What follows belongs to an exercise in optimizing a design on an open flow for small area and a short achievable clock period; a production flow would make more cautious choices.
Function was not checked in any run shown here: the RTL went through the layout flow alone.
Power is estimated from default activity; no workload was simulated.

<file path="flow/run.sh">
#!/bin/bash
# synth_recipe.tcl (not shown) runs the flow's synth.tcl, then flattens the netlist and writes it again
# the make line also repeats each setting of config.mk as NAME=value (left out here)
make -C /OpenROAD-flow-scripts/flow DESIGN_CONFIG=/design/flow/config.mk WORK_HOME=/design/flow/orfs CLKGATE_MAP_FILE= SYNTH_SCRIPT=/design/flow/synth_recipe.tcl finish
</file>
<file path="flow/config.mk">
export PLATFORM = sky130hd
export DESIGN_NAME = zsc_lpm
export DESIGN_NICKNAME = zsc_lpm
export VERILOG_FILES = /design/flow/design.v
export SDC_FILE = /design/flow/constraint.sdc
export NUM_CORES = 4
export LEC_CHECK = 0
export ABC_AREA = 1
export CAP_MARGIN = 20
export CORE_MARGIN = 2
export CORE_UTILIZATION = 40
export PLACE_DENSITY = 0.6
export SLEW_MARGIN = 20
</file>
<file path="flow/constraint.sdc">
create_clock -name core_clock -period 32.0 [get_ports {clk}]
set_input_delay 6.4000 -clock core_clock [delete_from_list [all_inputs] [get_ports {clk}]]
set_output_delay 6.4000 -clock core_clock [all_outputs]
set_load 0.01 [all_outputs]
</file>
<file path="flow/design.v">
module zsc_lpm (
    input  wire         clk,
    input  wire         rst,         
    input  wire         reg_we,
    input  wire [10:0]  reg_addr,
    input  wire [15:0]  reg_wdata,
    input  wire         in_valid,
    input  wire [127:0] in_color,
    input  wire [127:0] in_attr,
    input  wire [15:0]  bg_color,
    input  wire [15:0]  bg_attr,
    output reg          out_valid,
    output reg  [15:0]  fr_color,
    output reg  [15:0]  fr_attr,
    output reg  [15:0]  bk_color,
    output reg  [15:0]  bk_attr
);
    reg        mix_pinv;
    reg [9:0]  shd_ctrl [0:2];
    reg [15:0] lyr_pri  [0:7];
    reg [8:0]  lyr_ovr  [0:1];
    reg [12:0] lyr_col  [0:7];
    reg [9:0]  lyr_mask [0:7];
    wire [15:0] wd = reg_wdata & {16{~rst}};
    wire        wa = reg_we;
    integer i;
    always @(posedge clk) begin
        if (rst | (wa & (reg_addr == 11'h20)))
            mix_pinv <= wd[0];
        for (i = 0; i < 3; i = i + 1)
            if (rst | (wa & (reg_addr == 11'h21 + i)))
                shd_ctrl[i] <= wd[9:0];
        for (i = 0; i < 8; i = i + 1) begin
            if (rst | (wa & (reg_addr == 11'h28 + 4 * i)))
                lyr_pri[i] <= (i < 2) ? wd : {8'h00, wd[7:0]};
            if (rst | (wa & (reg_addr == 11'h2A + 4 * i)))
                lyr_col[i] <= wd[12:0];
            if (rst | (wa & (reg_addr == 11'h2B + 4 * i)))
                lyr_mask[i] <= wd[9:0];
        end
        for (i = 0; i < 2; i = i + 1)
            if (rst | (wa & (reg_addr == 11'h29 + 4 * i)))
                lyr_ovr[i] <= wd[8:0];
    end
    reg         p_valid;
    reg [127:0] p_color, p_attr;
    reg [15:0]  p_bgc, p_bga;
    always @(posedge clk) begin
        p_valid <= in_valid & ~rst;
        p_color <= in_color;
        p_attr  <= in_attr;
        p_bgc   <= bg_color;
        p_bga   <= bg_attr;
    end
    reg [7:0]  vis;
    reg [7:0]  eff [0:7];
    reg [7:0]  key [0:7];
    reg [15:0] c, a;
    reg [2:0]  bpp;
    reg [7:0]  cmpv;
    integer L;
    always @* begin
        for (L = 0; L < 8; L = L + 1) begin
            c   = p_color[16*L +: 16];
            a   = p_attr[16*L +: 16];
            bpp = lyr_col[L][10:8];
            vis[L] = lyr_col[L][12] &
                     (a[12] | (c[3:0] != 4'd0) |
                      (c[4] & (bpp != 3'd0)) | (c[5] & (bpp >= 3'd2)) |
                      (c[6] & (bpp >= 3'd3)) | (c[7] & (bpp >= 3'd4)));
            eff[L] = lyr_pri[L][7:0];
            if (L < 2) begin
                case (bpp)
                    3'd0: cmpv = c[11:4];
                    3'd1: cmpv = c[12:5];
                    3'd2: cmpv = c[13:6];
                    3'd3: cmpv = c[14:7];
                    default: cmpv = c[15:8];
                endcase
                if (lyr_ovr[L][8] && ~le8(cmpv, lyr_ovr[L][7:0]))
                    eff[L] = lyr_pri[L][15:8];
            end
            key[L] = eff[L] ^ {8{mix_pinv}};
        end
    end
    function le8;             
        input [7:0] a, b;
        integer n;
        reg [7:0] g, p;
        reg [3:0] g1, p1;
        reg [1:0] g2, p2;
        begin
            g = b & ~a;
            p = b | ~a;
            for (n = 0; n < 4; n = n + 1) begin
                g1[n] = g[2*n+1] | (p[2*n+1] & g[2*n]);
                p1[n] = p[2*n+1] & p[2*n];
            end
            for (n = 0; n < 2; n = n + 1) begin
                g2[n] = g1[2*n+1] | (p1[2*n+1] & g1[2*n]);
                p2[n] = p1[2*n+1] & p1[2*n];
            end
            le8 = g2[1] | (p2[1] & (g2[0] | p2[0]));
        end
    endfunction
    reg [7:0] ah [0:7];
    reg [7:0] bt [0:7];
    reg [7:0] fsel, bsel;
    integer j, K;
    function one_hot7;        
        input [7:0] v;
        integer n;
        reg any, two;
        begin
            any = 1'b0; two = 1'b0;
            for (n = 0; n < 8; n = n + 1) begin
                two = two | (any & v[n]);
                any = any | v[n];
            end
            one_hot7 = any & ~two;
        end
    endfunction
    always @* begin
        for (K = 0; K < 8; K = K + 1)
            for (j = 0; j < 8; j = j + 1)
                ah[K][j] = (K < j) ? le8(key[K], key[j]) : 1'b0;
        for (K = 0; K < 8; K = K + 1) begin
            for (j = 0; j < 8; j = j + 1) begin
                if (j < K)
                    bt[K][j] = vis[j] & ah[j][K];
                else if (j > K)
                    bt[K][j] = vis[j] & ~ah[K][j];
                else
                    bt[K][j] = 1'b0;
            end
            fsel[K] = vis[K] & (bt[K] == 8'd0);
            bsel[K] = vis[K] & one_hot7(bt[K]);
        end
    end
    reg [15:0] f_c, f_a, b_c, b_a;
    reg [7:0]  f_bank, b_bank, f_eff, b_eff;
    reg        f_shen, b_shen;
    reg [15:0] cm, cc;
    integer M;
    always @* begin
        f_c = {16{~|fsel}} & p_bgc;
        f_a = {16{~|fsel}} & p_bga;
        b_c = {16{~|bsel}} & p_bgc;
        b_a = {16{~|bsel}} & p_bga;
        f_bank = 8'd0; b_bank = 8'd0; f_eff = 8'd0; b_eff = 8'd0;
        f_shen = 1'b0; b_shen = 1'b0;
        for (M = 0; M < 8; M = M + 1) begin
            cc = p_color[16*M +: 16];
            cm = {p_attr[16*M+10 +: 6], p_attr[16*M +: 10] & lyr_mask[M]};
            f_c    = f_c    | ({16{fsel[M]}} & cc);
            f_a    = f_a    | ({16{fsel[M]}} & cm);
            f_bank = f_bank | ({8{fsel[M]}} & lyr_col[M][7:0]);
            f_eff  = f_eff  | ({8{fsel[M]}} & eff[M]);
            f_shen = f_shen | (fsel[M] & lyr_col[M][11]);
            b_c    = b_c    | ({16{bsel[M]}} & cc);
            b_a    = b_a    | ({16{bsel[M]}} & cm);
            b_bank = b_bank | ({8{bsel[M]}} & lyr_col[M][7:0]);
            b_eff  = b_eff  | ({8{bsel[M]}} & eff[M]);
            b_shen = b_shen | (bsel[M] & lyr_col[M][11]);
        end
    end
    function shadow_bit;
        input [9:0] ctrl;
        input [7:0] idx;
        begin
            case (ctrl[9:8])
                2'd0: shadow_bit = 1'b0;
                2'd1: shadow_bit = le8(ctrl[7:0], idx);
                2'd2: shadow_bit = (idx == ctrl[7:0]);
                default: shadow_bit = le8(idx, ctrl[7:0]);
            endcase
        end
    endfunction
    function [9:0] shd_pick;
        input [1:0] g;
        input [9:0] s0, s1, s2;
        begin
            case (g)
                2'd0: shd_pick = s0;
                2'd1: shd_pick = s1;
                default: shd_pick = s2;
            endcase
        end
    endfunction
    wire f_sh = f_shen & f_a[15] & (f_a[14:13] != 2'd3) &
                shadow_bit(shd_pick(f_a[14:13], shd_ctrl[0], shd_ctrl[1], shd_ctrl[2]), f_eff);
    wire b_sh = b_shen & b_a[15] & (b_a[14:13] != 2'd3) &
                shadow_bit(shd_pick(b_a[14:13], shd_ctrl[0], shd_ctrl[1], shd_ctrl[2]), b_eff);
    always @(posedge clk) begin
        out_valid <= p_valid & ~rst;
        fr_color  <= {f_c[15:8] + f_bank, f_c[7:0]};
        fr_attr   <= {f_a[15:13], f_a[12] ^ f_sh, f_a[11:0]};
        bk_color  <= {b_c[15:8] + b_bank, b_c[7:0]};
        bk_attr   <= {b_a[15:13], b_a[12] ^ b_sh, b_a[11:0]};
    end
endmodule
</file>
==> metrics.cfg, run 1 <==
[route]
wirelength_microns=134000
ant_nets=0
drt_pre_antenna_iters=8
viasPerCell=5.79
vias=29690
drc_errors=0
avgRoutedWirePerCell_microns=26.2
drt_iter0_markers=3910

[setup_path]
path_common_cell=nand2_1
crit_chain=clkdlybuf4s50_1 -> nor3_1 -> nand2_1 -> inv_1 -> nand2_1 -> o21ai_1
critPathTopFamily=simple AND/OR/NAND/NOR gates
cpPeakStageDelay_ns=0.92
critPathKind=in2reg
reg2reg_to=fr_color[15]$_DFF_P_
cp_data_required_time_ns=32.24
slowest_stage=o21ai_1
reg2reg_slack_ns=23.61
reg2reg_depth=42
critPathBufInv=2
cp_max_fo=10
endpoint_kind=register
worstReg2RegStart=lyr_col[1][10]$_DFFE_PP_
cp-start-kind=input pin
worst-endpoint-arrival_ns=9.01

[yosys]
synth_most_common_cell=nand2_1
syn_area_sq_um=31700
ys_seq_area_frac=0.520
synth.area.top_cells=edfxtp_1 30%, dfxtp_1 22%, nand2_1 9.3%
netlist.area_leader.share=0.297
synth_common_cells=789 x nand2_1, 409 x inv_1, 354 x dfxtp_1, 324 x nand3_1, 313 x edfxtp_1
synthArstFlopShare=0
synth_flop_cell=dfxtp_1
synth.avg_cell_area_sq_um=8.74
yosysWarnings=10
synth.distinct_cells=64
synthesis.nets=3994
synth_edf_count=313
synth_seq_cells=667
synthCells=3627
yosysTopAreaCell=edfxtp_1

[final_layout]
final_nets=4392
fin_cells=5128
area_delta_synth_final_pct=24.0
drive_gt1_frac=0.0871
fin_area_sq_um=39300
diodes=0
fill_cells=7379

[place]
dpl_worst_slack_ns=22.64
numPortBuffers=383
place_congestion=0.964
dp_hpwl_microns=94900
dpl.cell_count=5000
place_area_sq_um=36800

[timing]
timing.fmax_ghz=0.114
slew_viol_final=0
layout_min_cycle_time_ns=8.77
finalHoldViolCount=0
setup_viol=0
fin_crit_sh=0.274
fin_skew_ns=0.0497
postLayoutSetupSlackWorst_ns=23.23
holdWs_ns=0.429
relSlewSlack=0.259
rsz0062_at_grt=no
worst_pin_slew_ns=1.10
fin_setup_tns_ns=0

[grt]
grt_max_degree=46
grt_pass1_vias=28090
track_usage=0.323
antenna_found_initial=3
overflow=0
grt_pass1_wl_microns=192000

[cts]
cts.htree.levels=3
post-cts-setup-buffers=0
cts_root_buf=clkbuf_16
clockBufferDepth=3
cts_resized=0
cts_buffers=72
path_clk_slew_ns=0.06
clock_sinks=667
clk_latency_ns=0.64
tritoncts=done
ctsHoldBuffers=0

[die]
die_area_sq_um=81500
io_pins=384
core_sq_um=78700
fp.dieH_microns=285
start_util=0.403
die_w_microns=285
rows=103

[outcome]
outcome=complete, no violations

[min_path]
hp-start=p_valid$_DFF_P_
hold_path_depth=2
hold_path.class=reg2reg
min_to=out_valid$_DFF_P_

[power]
p_per_area_nw_per_um2=84.4
cellLeakagePower_nw=16.4
peakVddDrop_mv=0.0544

[flow_run]
maxCapViolations=0

## per-layer routing
metal  track usage  wire length [microns]
met1         0.422                  52100
met2         0.517                  60700
met3        0.0718                  15300
met4         0.137                   6230
met5             0                      0
## state kept, by name (all words and copies together), names as in the netlist
register,count
bk_attr,16
bk_color,16
fr_attr,16
fr_color,16
lyr_col,104
lyr_mask,80
lyr_ovr,18
lyr_pri,80
mix_pinv,1
out_valid,1
p_attr,128
p_bga,16
p_bgc,16
p_color,128
p_valid,1
shd_ctrl,30
## worst max-delay path by stage
stage                                   from  slack (ns)                       end  cells after the start
floorplan                        reg_addr[9]       23.40   lyr_pri[0][0]$_DFFE_PP_                      5
global placement                 reg_addr[9]       22.65   lyr_pri[7][0]$_DFFE_PP_                      6
detailed placement               reg_addr[9]       22.64   lyr_pri[7][2]$_DFFE_PP_                      6
CTS                              reg_addr[9]       23.28   lyr_pri[7][4]$_DFFE_PP_                      6
global route        lyr_col[1][10]$_DFFE_PP_       23.07      fr_color[15]$_DFF_P_                     42
finish                           reg_addr[9]       23.23  lyr_mask[3][6]$_DFFE_PP_                      6
## placed cells by master (no fill, tap or decap), types with 33 or more instances in the layout
master           synthesis  layout
nand2_2                 47      48
dfxtp_1                354     354
ha_1                    46      46
clkdlybuf4s50_1          0     383
a21oi_1                132     132
o22ai_1                105     105
o21ai_0                117     100
edfxtp_1               313     313
nor2_1                 256     246
xnor2_1                 52      52
inv_1                  409     406
clkbuf_16                0      77
o211ai_1                40      40
nor3_1                  38      38
o21ai_1                 17      33
a221oi_1                80      80
nand4_1                 68      68
nand2_1                789     788
buf_4                   11      67
nand3_1                324     324
## worst reg2reg max path: cells and delay by family, from the launching register on
kind / cells / cell delay [ns]
compound gates: 6 / 1.26
xor+xnor: 2 / 0.33
fa+ha+maj: 1 / 0.25
buf+inv: 4 / 1.33
flops: 1 / 0.69
simple gates: 29 / 4.37
## area by class of cell
| cell class | instances | area (sq um) | share of cell area |
|---|---|---|---|
| timing repair buffer | 451 | 4340 | 0.111 |
| clock inverter | 30 | 387 | 0.00984 |
| tap | 1050 | 1310 | 0.0334 |
| multi-input combinational | 2388 | 13000 | 0.331 |
| clock buffer | 97 | 2070 | 0.0528 |
| sequential | 667 | 16500 | 0.420 |
| inverter | 445 | 1680 | 0.0426 |
## cells by family (layout without fill, tap and decap cells)
group,count (synthesis),count (layout),share of synthesized area
AO/OA/AOI/OAI,653,653,0.138
XOR/XNOR,62,62,0.0174
adder cells (fa/ha/maj),48,48,0.0194
buffers and inverters,572,1023,0.0741
flip-flops,667,667,0.520
AND/OR/NAND/NOR,1625,1625,0.231
## power breakdown
| group | switching (mW) | total [mW] | internal, mW |
|---|---|---|---|
| Clock | 0.358 | 0.859 | 0.501 |
| Sequential | 0.0680 | 1.07 | 1.00 |
| Combinational | 0.919 | 1.39 | 0.473 |
## metrics by stage
step / util / power (mW)
3_3_place_gp: 0.467 / 2.43
6_report: 0.499 / 3.32
3_5_place_dp: 0.467 / 2.43
2_1_floorplan: - / 1.87
5_1_grt: 0.499 / 3.47
4_1_cts: 0.499 / 3.29
==> run 2: changes to the inputs <==
==> flow/flow/run.sh (new file) <==
#!/bin/bash
# Standard ORFS layout (the standard.sh, unchanged SDC and scripts), with
# the resizer asked for extra setup slack so that it optimises the logic
# paths even though the 32 ns clock leaves them far from violating; ports are
# buffered with plain buffers, and sizing may change a cell's footprint.
set -euo pipefail
bash standard.sh finish \
  SETUP_SLACK_MARGIN=24.5 \
  MATCH_CELL_FOOTPRINT=0 \
  "BUFFER_PORTS_ARGS=-buffer_cell sky130_fd_sc_hd__buf_2" \
  > flow_make.log 2>&1
==> flow/standard.sh (new file) <==
#!/bin/bash
# synth_recipe.tcl (not shown) runs the flow's synth.tcl, then flattens the netlist and writes it again
# the make line also repeats each setting of config.mk as NAME=value (left out here)
make -C /OpenROAD-flow-scripts/flow DESIGN_CONFIG=/design/flow/config.mk WORK_HOME=/design/flow/orfs CLKGATE_MAP_FILE= SYNTH_SCRIPT=/design/flow/synth_recipe.tcl "${@:-finish}"
removed: flow/run.sh
==> run 2 against run 1 <==
  * Still clean on timing, DRC and antenna
  * Global-route usage fell by 0.31 points
  * Utilization fell by 0.65 points
  * Fmax rose by 17%
  * Critical path type is now reg2out
  * Largest cell class unchanged
==> metrics.cfg, run 2 <==
[timing]
fin_setup_tns_ns=0
worst_pin_slew_ns=1.13
setup_viol=0
finalHoldViolCount=0
rsz0062_at_grt=yes
timing.fmax_ghz=0.133
slew_viol_final=0
fin_skew_ns=0.0524
layout_min_cycle_time_ns=7.50
relSlewSlack=0.242
fin_crit_sh=0.234

[setup_path]
endpoint_kind=primary output
crit_chain=buf_6
cp_max_fo=1
cp_data_required_time_ns=25.60
cpPeakStageDelay_ns=0.36
slowest_stage=dfxtp_4
critPathBufInv=1
worst-endpoint-arrival_ns=1.10
cp-start-kind=register
critPathKind=reg2out
critPathTopFamily=flip-flops

[grt]
overflow=0
track_usage=0.320
antenna_found_initial=3
grt_max_degree=42
grt_pass1_vias=28366
grt_pass1_wl_microns=190000

[final_layout]
area_delta_synth_final_pct=22.4
mostFrequentLayoutCells=783 x nand2_1, 401 x inv_1, 366 x buf_2
fin_area_sq_um=38800
drive_gt1_frac=0.210
largest_registers=p_attr x128, p_color x128, lyr_col x104
final_common_cell=nand2_1
postLayoutCoreUtil=0.493
final_nets=4445

[yosys]
syn_area_sq_um=31700
synth_flop_cell=dfxtp_1
synth.area.top_cells=edfxtp_1 30%, dfxtp_1 22%, nand2_1 9.3%
netlist.area_leader.share=0.297
synth_seq_cells=667
yosysTopAreaCell=edfxtp_1
synthesis.nets=3994
synthArstFlopShare=0
synth.distinct_cells=64
synth_common_cells=789 x nand2_1, 409 x inv_1, 354 x dfxtp_1, 324 x nand3_1, 313 x edfxtp_1
yosysWarnings=10
synth.avg_cell_area_sq_um=8.74
ys_seq_area_frac=0.520
synth_edf_count=313
synth_most_common_cell=nand2_1
synthCells=3627

[die]
die_area_sq_um=81500
start_util=0.403
die_w_microns=285
rows=103
fp.dieH_microns=285
io_pins=384
core_sq_um=78700

[cts]
path_clk_slew_ns=0.07
clock_sinks=667
ctsHoldBuffers=0
clockBufferDepth=3
cts_root_buf=clkbuf_16
clk_latency_ns=0.64
cts_buffers=72
cts.htree.levels=3
tritoncts=done

[power]
cellLeakagePower_nw=16.9
p_per_area_nw_per_um2=85.8
peakVddDrop_mv=0.0649

[route]
wirelength_microns=134000
avgRoutedWirePerCell_microns=25.9
ant_nets=0
viasPerCell=5.78
drc_errors=0
vias=29945
drt_iter0_markers=3837
drt_pre_antenna_iters=9

[place]
numPortBuffers=383
place_congestion=0.978
place_area_sq_um=35300
dp_hpwl_microns=96000

[flow_run]
maxCapViolations=0

[outcome]
outcome=complete, no violations

[min_path]
hold_path.class=reg2reg

run 2: cell counts after synthesis:
Identical to the previous run, type by type.
run 2: where the power goes:
group	total, mW	switching, mW	internal [mW]
sequential	1.07	0.0621	1.00
clock	0.843	0.355	0.489
combinational	1.42	0.956	0.462
run 2: timing repair:
| action | 4_1_cts | 5_1_grt |
|---|---|---|
| resized for setup | 42 | 71 |
| endpoints found under the setup margin | 154 | 140 |
| pin swaps | 12 | 14 |
| buffers inserted | 31 | 32 |
| gates cloned | 0 | 1 |
run 2: cell families after synthesis:
| kind of cell | count (synthesis) | synth area share |
|---|---|---|
| AOI/OAI and AO/OA | 653 | 0.138 |
| and+or+nand+nor | 1625 | 0.231 |
| DFF | 667 | 0.520 |
| xor gates and xnor gates | 62 | 0.0174 |
| buffers and inverters | 572 | 0.0741 |
| adders and majority gates | 48 | 0.0194 |
run 2: layout make-up:
class	instances	area, sq um
Timing Repair Buffer	503	3260
Clock buffer	98	2060
Inverter	445	1720
Sequential cell	667	16500
Fill cell	7400	40000
Tap cell	1050	1310
Clock inverter	32	345
Antenna cell	1	2.50
Multi-Input combinational cell	2389	13600
run 2: layer usage:
metal / part of all wire / wire, microns / vias up / track usage
met5: 0.00026 / 35 / - / 0
met4: 0.056 / 7570 / 4 / 0.157
met3: 0.11 / 14500 / 409 / 0.0701
met2: 0.45 / 60300 / 2036 / 0.512
met1: 0.39 / 51800 / 14046 / 0.410
li1: - / - / 13450 / -
run 2: final timing paths:
kind	startpoint	end	slack, ns	cells past startpoint
hold / removal	p_valid$_DFF_P_	out_valid$_DFF_P_	0.40	2
setup / recovery	bk_color[14]$_DFF_P_	bk_color[14]	24.50	1
setup reg to reg	lyr_col[1][10]$_DFFE_PP_	fr_color[15]$_DFF_P_	24.77	43
hold reg to reg	p_valid$_DFF_P_	out_valid$_DFF_P_	0.40	2
run 2: per-stage QoR:
stage | power [mW] | instances | setup slack, ns | hold WS, ns
floorplan | 1.88 | 3627 | 24.29 | 0.388
global placement | 2.38 | 4990 | 23.74 | 0.406
detailed placement | 2.39 | 4990 | 23.71 | 0.397
CTS | 3.25 | 5151 | 24.47 | 0.406
global route | 3.47 | 5184 | 24.39 | 0.417
finish | 3.33 | 5185 | 24.50 | 0.404
==> run 3: changes to the inputs <==
--- a/flow/design.v
+++ b/flow/design.v
@@ -22,25 +22,68 @@
     reg [12:0] lyr_col  [0:7];
     reg [9:0]  lyr_mask [0:7];
     wire [15:0] wd = reg_wdata & {16{~rst}};
-    wire        wa = reg_we;
     integer i;
     always @(posedge clk) begin
-        if (rst | (wa & (reg_addr == 11'h20)))
+        if (rst | (reg_we & (reg_addr == 11'h20)))
             mix_pinv <= wd[0];
         for (i = 0; i < 3; i = i + 1)
-            if (rst | (wa & (reg_addr == 11'h21 + i)))
+            if (rst | (reg_we & (reg_addr == 11'h21 + i)))
                 shd_ctrl[i] <= wd[9:0];
         for (i = 0; i < 8; i = i + 1) begin
-            if (rst | (wa & (reg_addr == 11'h28 + 4 * i)))
+            if (rst | (reg_we & (reg_addr == 11'h28 + 4 * i)))
                 lyr_pri[i] <= (i < 2) ? wd : {8'h00, wd[7:0]};
-            if (rst | (wa & (reg_addr == 11'h2A + 4 * i)))
+            if (rst | (reg_we & (reg_addr == 11'h2A + 4 * i)))
                 lyr_col[i] <= wd[12:0];
-            if (rst | (wa & (reg_addr == 11'h2B + 4 * i)))
+            if (rst | (reg_we & (reg_addr == 11'h2B + 4 * i)))
                 lyr_mask[i] <= wd[9:0];
         end
         for (i = 0; i < 2; i = i + 1)
-            if (rst | (wa & (reg_addr == 11'h29 + 4 * i)))
+            if (rst | (reg_we & (reg_addr == 11'h29 + 4 * i)))
                 lyr_ovr[i] <= wd[8:0];
+    end
+    function le8;             
+        input [7:0] a, b;
+        integer n;
+        reg [7:0] g, p;
+        reg [3:0] g1, p1;
+        reg [1:0] g2, p2;
+        begin
+            g = b & ~a;
+            p = b | ~a;
+            for (n = 0; n < 4; n = n + 1) begin
+                g1[n] = g[2*n+1] | (p[2*n+1] & g[2*n]);
+                p1[n] = p[2*n+1] & p[2*n];
+            end
+            for (n = 0; n < 2; n = n + 1) begin
+                g2[n] = g1[2*n+1] | (p1[2*n+1] & g1[2*n]);
+                p2[n] = p1[2*n+1] & p1[2*n];
+            end
+            le8 = g2[1] | (p2[1] & (g2[0] | p2[0]));
+        end
+    endfunction
+    reg [7:0] kp [0:7];
+    reg [7:0] ka [0:1];
+    reg [7:0] rel_pp [0:7];
+    reg [7:0] rel_ap [0:1];
+    reg [3:0] rel_01;
+    integer j;
+    always @* begin
+        for (i = 0; i < 8; i = i + 1)
+            kp[i] = lyr_pri[i][7:0] ^ {8{mix_pinv}};
+        for (i = 0; i < 2; i = i + 1)
+            ka[i] = lyr_pri[i][15:8] ^ {8{mix_pinv}};
+    end
+    always @(posedge clk) begin
+        for (i = 0; i < 8; i = i + 1)
+            for (j = 0; j < 8; j = j + 1)
+                rel_pp[i][j] <= (i < j) ? le8(kp[i], kp[j]) : 1'b0;
+        for (i = 0; i < 2; i = i + 1)
+            for (j = 0; j < 8; j = j + 1)
+                rel_ap[i][j] <= (j >= 2) ? le8(ka[i], kp[j]) : 1'b0;
+        rel_01[0] <= le8(kp[0], kp[1]);
+        rel_01[1] <= le8(ka[0], kp[1]);
+        rel_01[2] <= le8(kp[0], ka[1]);
+        rel_01[3] <= le8(ka[0], ka[1]);
     end
     reg         p_valid;
     reg [127:0] p_color, p_attr;
@@ -53,8 +96,8 @@
         p_bga   <= bg_attr;
     end
     reg [7:0]  vis;
+    reg [1:0]  hit;
     reg [7:0]  eff [0:7];
-    reg [7:0]  key [0:7];
     reg [15:0] c, a;
     reg [2:0]  bpp;
     reg [7:0]  cmpv;
@@ -77,36 +120,16 @@
                     3'd3: cmpv = c[14:7];
                     default: cmpv = c[15:8];
                 endcase
-                if (lyr_ovr[L][8] && ~le8(cmpv, lyr_ovr[L][7:0]))
+                hit[L] = lyr_ovr[L][8] & ~le8(cmpv, lyr_ovr[L][7:0]);
+                if (hit[L])
                     eff[L] = lyr_pri[L][15:8];
             end
-            key[L] = eff[L] ^ {8{mix_pinv}};
-        end
-    end
-    function le8;             
-        input [7:0] a, b;
-        integer n;
-        reg [7:0] g, p;
-        reg [3:0] g1, p1;
-        reg [1:0] g2, p2;
-        begin
-            g = b & ~a;
-            p = b | ~a;
-            for (n = 0; n < 4; n = n + 1) begin
-                g1[n] = g[2*n+1] | (p[2*n+1] & g[2*n]);
-                p1[n] = p[2*n+1] & p[2*n];
-            end
-            for (n = 0; n < 2; n = n + 1) begin
-                g2[n] = g1[2*n+1] | (p1[2*n+1] & g1[2*n]);
-                p2[n] = p1[2*n+1] & p1[2*n];
-            end
-            le8 = g2[1] | (p2[1] & (g2[0] | p2[0]));
-        end
-    endfunction
+        end
+    end
     reg [7:0] ah [0:7];
     reg [7:0] bt [0:7];
     reg [7:0] fsel, bsel;
-    integer j, K;
+    integer K;
     function one_hot7;        
         input [7:0] v;
         integer n;
@@ -123,7 +146,11 @@
     always @* begin
         for (K = 0; K < 8; K = K + 1)
             for (j = 0; j < 8; j = j + 1)
-                ah[K][j] = (K < j) ? le8(key[K], key[j]) : 1'b0;
+                if (K < 2 && j >= 2)
+                    ah[K][j] = hit[K] ? rel_ap[K][j] : rel_pp[K][j];
+                else
+                    ah[K][j] = rel_pp[K][j];
+        ah[0][1] = rel_01[{hit[1], hit[0]}];
         for (K = 0; K < 8; K = K + 1) begin
             for (j = 0; j < 8; j = j + 1) begin
                 if (j < K)
==> flow/flow/run.sh (replaced) <==
#!/bin/bash
# Standard ORFS layout (the standard.sh, unchanged SDC), asking the
# resizer for extra setup slack so that it optimises the logic paths even
# though the 32 ns clock leaves them far from violating.
set -euo pipefail
bash standard.sh finish SETUP_SLACK_MARGIN=24.3 > flow_make.log 2>&1
==> run 3 against run 2 <==
  * Still clean on timing, DRC and antenna
  * Global-route usage fell by 1.1 points
  * Critical path type unchanged
  * Fmax fell by 1.8%
  * Synthesized cell count fell by 0.33%
  * Largest power group unchanged
  * Hold slack improved by 0.0084 ns
  * Worst setup slack got worse by 0.14 ns
==> metrics.cfg, run 3 <==
[route]
drc_errors=0
drt_iter0_markers=4171
vias=30342
avgRoutedWirePerCell_microns=26.4
ant_nets=0
wirelength_microns=136000
drt_pre_antenna_iters=9
viasPerCell=5.89

[power]
power_mw=3.42
pwr-share-clk=0.268
cellLeakagePower_nw=17.0
peakVddDrop_mv=0.0605
seq_power_share=0.333
sw_frac_of_total=0.399
p_per_area_nw_per_um2=82.1
comb_power_share=0.399
switchingPower_mw=1.37
intPower_mw=2.06

[final_layout]
mostFrequentLayoutCells=634 x nand2_1, 423 x inv_1, 397 x dfxtp_1
fin_area_sq_um=41700
area_delta_synth_final_pct=26.2
largest_registers=p_attr x128, p_color x128, lyr_col x104
final_nets=4382
drive_gt1_frac=0.112
fill_cells=7592
final_common_cell=nand2_1

[yosys]
synth.area.top_cells=edfxtp_1 28%, dfxtp_1 24%, nand2_1 7.3%
synth_edf_count=313
synth.avg_cell_area_sq_um=9.14
synth_seq_cells=710
synthesis.nets=3982
synth.distinct_cells=67
yosysWarnings=13
syn_area_sq_um=33100
synth_most_common_cell=nand2_1
synthArstFlopShare=0
netlist.area_leader.share=0.284
synthCells=3615
ys_seq_area_frac=0.525
synth_common_cells=639 x nand2_1, 426 x inv_1, 397 x dfxtp_1, 313 x edfxtp_1, 237 x nand3_1
yosysTopAreaCell=edfxtp_1
synth_flop_cell=dfxtp_1

[setup_path]
cpPeakStageDelay_ns=0.32
critPathKind=reg2out
critPathBufInv=1
slowest_stage=dfxtp_1
cp_data_required_time_ns=25.60
cp-start-kind=register
endpoint_kind=primary output
cp_max_fo=1
worstReg2RegStart=lyr_col[0][10]$_DFFE_PP_
crit_chain=dlygate4sd2_1
startpoint=bk_attr[0]$_DFF_P_
worst-endpoint-arrival_ns=1.24
critPathTopFamily=flip-flops

[timing]
rsz0062_at_grt=no
fin_setup_tns_ns=0
postLayoutSetupSlackWorst_ns=24.36
finalHoldViolCount=0
timing.fmax_ghz=0.131
relSlewSlack=0.243
setup_viol=0
fin_crit_sh=0.239
fin_skew_ns=0.0501
layout_min_cycle_time_ns=7.64
worst_pin_slew_ns=1.13
slew_viol_final=0

[grt]
grt_max_degree=63
grt_pass1_vias=28411
track_usage=0.309
antenna_found_initial=10
overflow=0
grt_pass1_wl_microns=193000

[cts]
tritoncts=done
clock_sinks=710
clk_latency_ns=0.65
cts.htree.levels=3
cts_root_buf=clkbuf_16
path_clk_slew_ns=0.06
cts_buffers=76
clockBufferDepth=3
ctsHoldBuffers=0

[place]
place_congestion=0.949
dp_hpwl_microns=96300
place_area_sq_um=38500
dpl_worst_slack_ns=23.19
numPortBuffers=383

[min_path]
hold_path.class=reg2reg
hp-start=p_valid$_DFF_P_

[die]
io_pins=384
start_util=0.403
die_w_microns=291
core_sq_um=82000
rows=105
die_area_sq_um=84900
fp.dieH_microns=291

[flow_run]
maxCapViolations=0

[outcome]
outcome=complete, no violations

-- run 3: logic make-up (layout without fill, tap and decap cells) --
logic type | after synthesis | in the layout | synth area share
muxes | 8 | 8 | 0.00273
adders and majority gates | 48 | 48 | 0.0186
DFF | 710 | 710 | 0.525
other | 0 | 9 | 0
xor gates and xnor gates | 94 | 94 | 0.0249
and+or+nand+nor | 1289 | 1289 | 0.178
buffers and inverters | 618 | 1079 | 0.0744
AOI/OAI and AO/OA | 848 | 848 | 0.176
-- run 3: layout make-up --
type,count,area [sq um],share of cell area
Clock inverter,42,517,0.0124
Antenna cell,9,22.5,0.000540
Sequential cell,710,17300,0.416
Timing Repair Buffer,490,4850,0.116
Multi-Input combinational cell,2287,13800,0.331
Inverter,450,1700,0.0407
Clock buffer,97,2140,0.0512
Tap cell,1070,1340,0.0321
-- run 3: power by group through the flow --
stage	clock [mW]	combinational, mW	sequential (mW)
floorplan	0	0.794	1.15
global placement	0	1.34	1.16
detailed placement	0	1.34	1.16
CTS	0.924	1.33	1.14
global route	0.964	1.46	1.15
finish	0.916	1.37	1.14
-- run 3: worst reg2reg max path, delay by kind of cell, from the launching register on --
family / cells / cell delay (ns)
buffers and inverters: 2 / 1.03
AOI/OAI and AO/OA: 5 / 1.20
adders and majority gates: 1 / 0.34
xor gates and xnor gates: 2 / 0.42
DFF: 1 / 0.68
and+or+nand+nor: 20 / 3.54
-- run 3: timing repair --
action | 4_1_cts | 5_1_grt
pin swaps | 22 | 7
setup buffers | 22 | 6
gates resized for setup | 74 | 4
setup endpoints to repair | 386 | 196
-- run 3: layer usage --
| metal | share of wire | up-vias | wire length, microns | GRT usage |
|---|---|---|---|---|
| met5 | 0.00018 | - | 25 | 0 |
| met4 | 0.044 | 4 | 6010 | 0.130 |
| met3 | 0.11 | 339 | 15300 | 0.0751 |
| met2 | 0.44 | 1972 | 59400 | 0.472 |
| met1 | 0.41 | 14391 | 55200 | 0.418 |
| li1 | - | 13636 | - | - |
-- run 3: path summary, 6_finish.rpt --
| check | slack [ns] | depth (start not counted) | to |
|---|---|---|---|
| setup / recovery | 24.36 | 1 | bk_attr[0] |
| hold / removal | 0.41 | 2 | out_valid$_DFF_P_ |
| setup reg to reg | 24.68 | 30 | bk_color[15]$_DFF_P_ |
| hold reg to reg | 0.41 | 2 | out_valid$_DFF_P_ |
-- run 3: metrics by stage --
stage | hold WS [ns] | cells | utilization
2_1_floorplan | 0.388 | 3615 | -
3_3_place_gp | 0.401 | 4979 | 0.470
3_5_place_dp | 0.400 | 4979 | 0.470
4_1_cts | 0.412 | 5140 | 0.507
5_1_grt | 0.443 | 5154 | 0.509
6_report | 0.412 | 5155 | 0.509

-- port drivers added, routing unchanged --
The results above use ideal ports. As a check the final layouts listed here were re-extracted and re-timed, cells and wires unchanged.
Step 1: set_driving_cell puts a clkbuf_16 on clk and a buf_2 on each other input, an assumption about the parent block.
Step 2 also shifts input and output timing later by t, the mid clock arrival at the registers, as if the neighbouring blocks saw the same clock.
Slacks: ideal / step 1 / step 2; pairs: ideal / step 1.
run | t, ns | slack for setup (ns) | hold WS [ns] | clock arrival spread, ns | cell pins on the clock port's net
run 1 | 0.686 | 23.234 / 23.276 / 22.590 | 0.429 / 0.429 / 0.429 | 0.051 / 0.050 | 1
run 2 | 0.688 | 24.497 / 24.426 / 23.883 | 0.404 / 0.404 / 0.404 | 0.052 / 0.053 | 1
run 3 | 0.699 | 24.357 / 24.286 / 23.706 | 0.412 / 0.412 / 0.412 | 0.051 / 0.051 | 1
After both steps setup and hold are still met in every run listed. The setup slack of run 3, which loses most, moves by -0.071 ns with the drivers and by -0.651 ns with both steps.
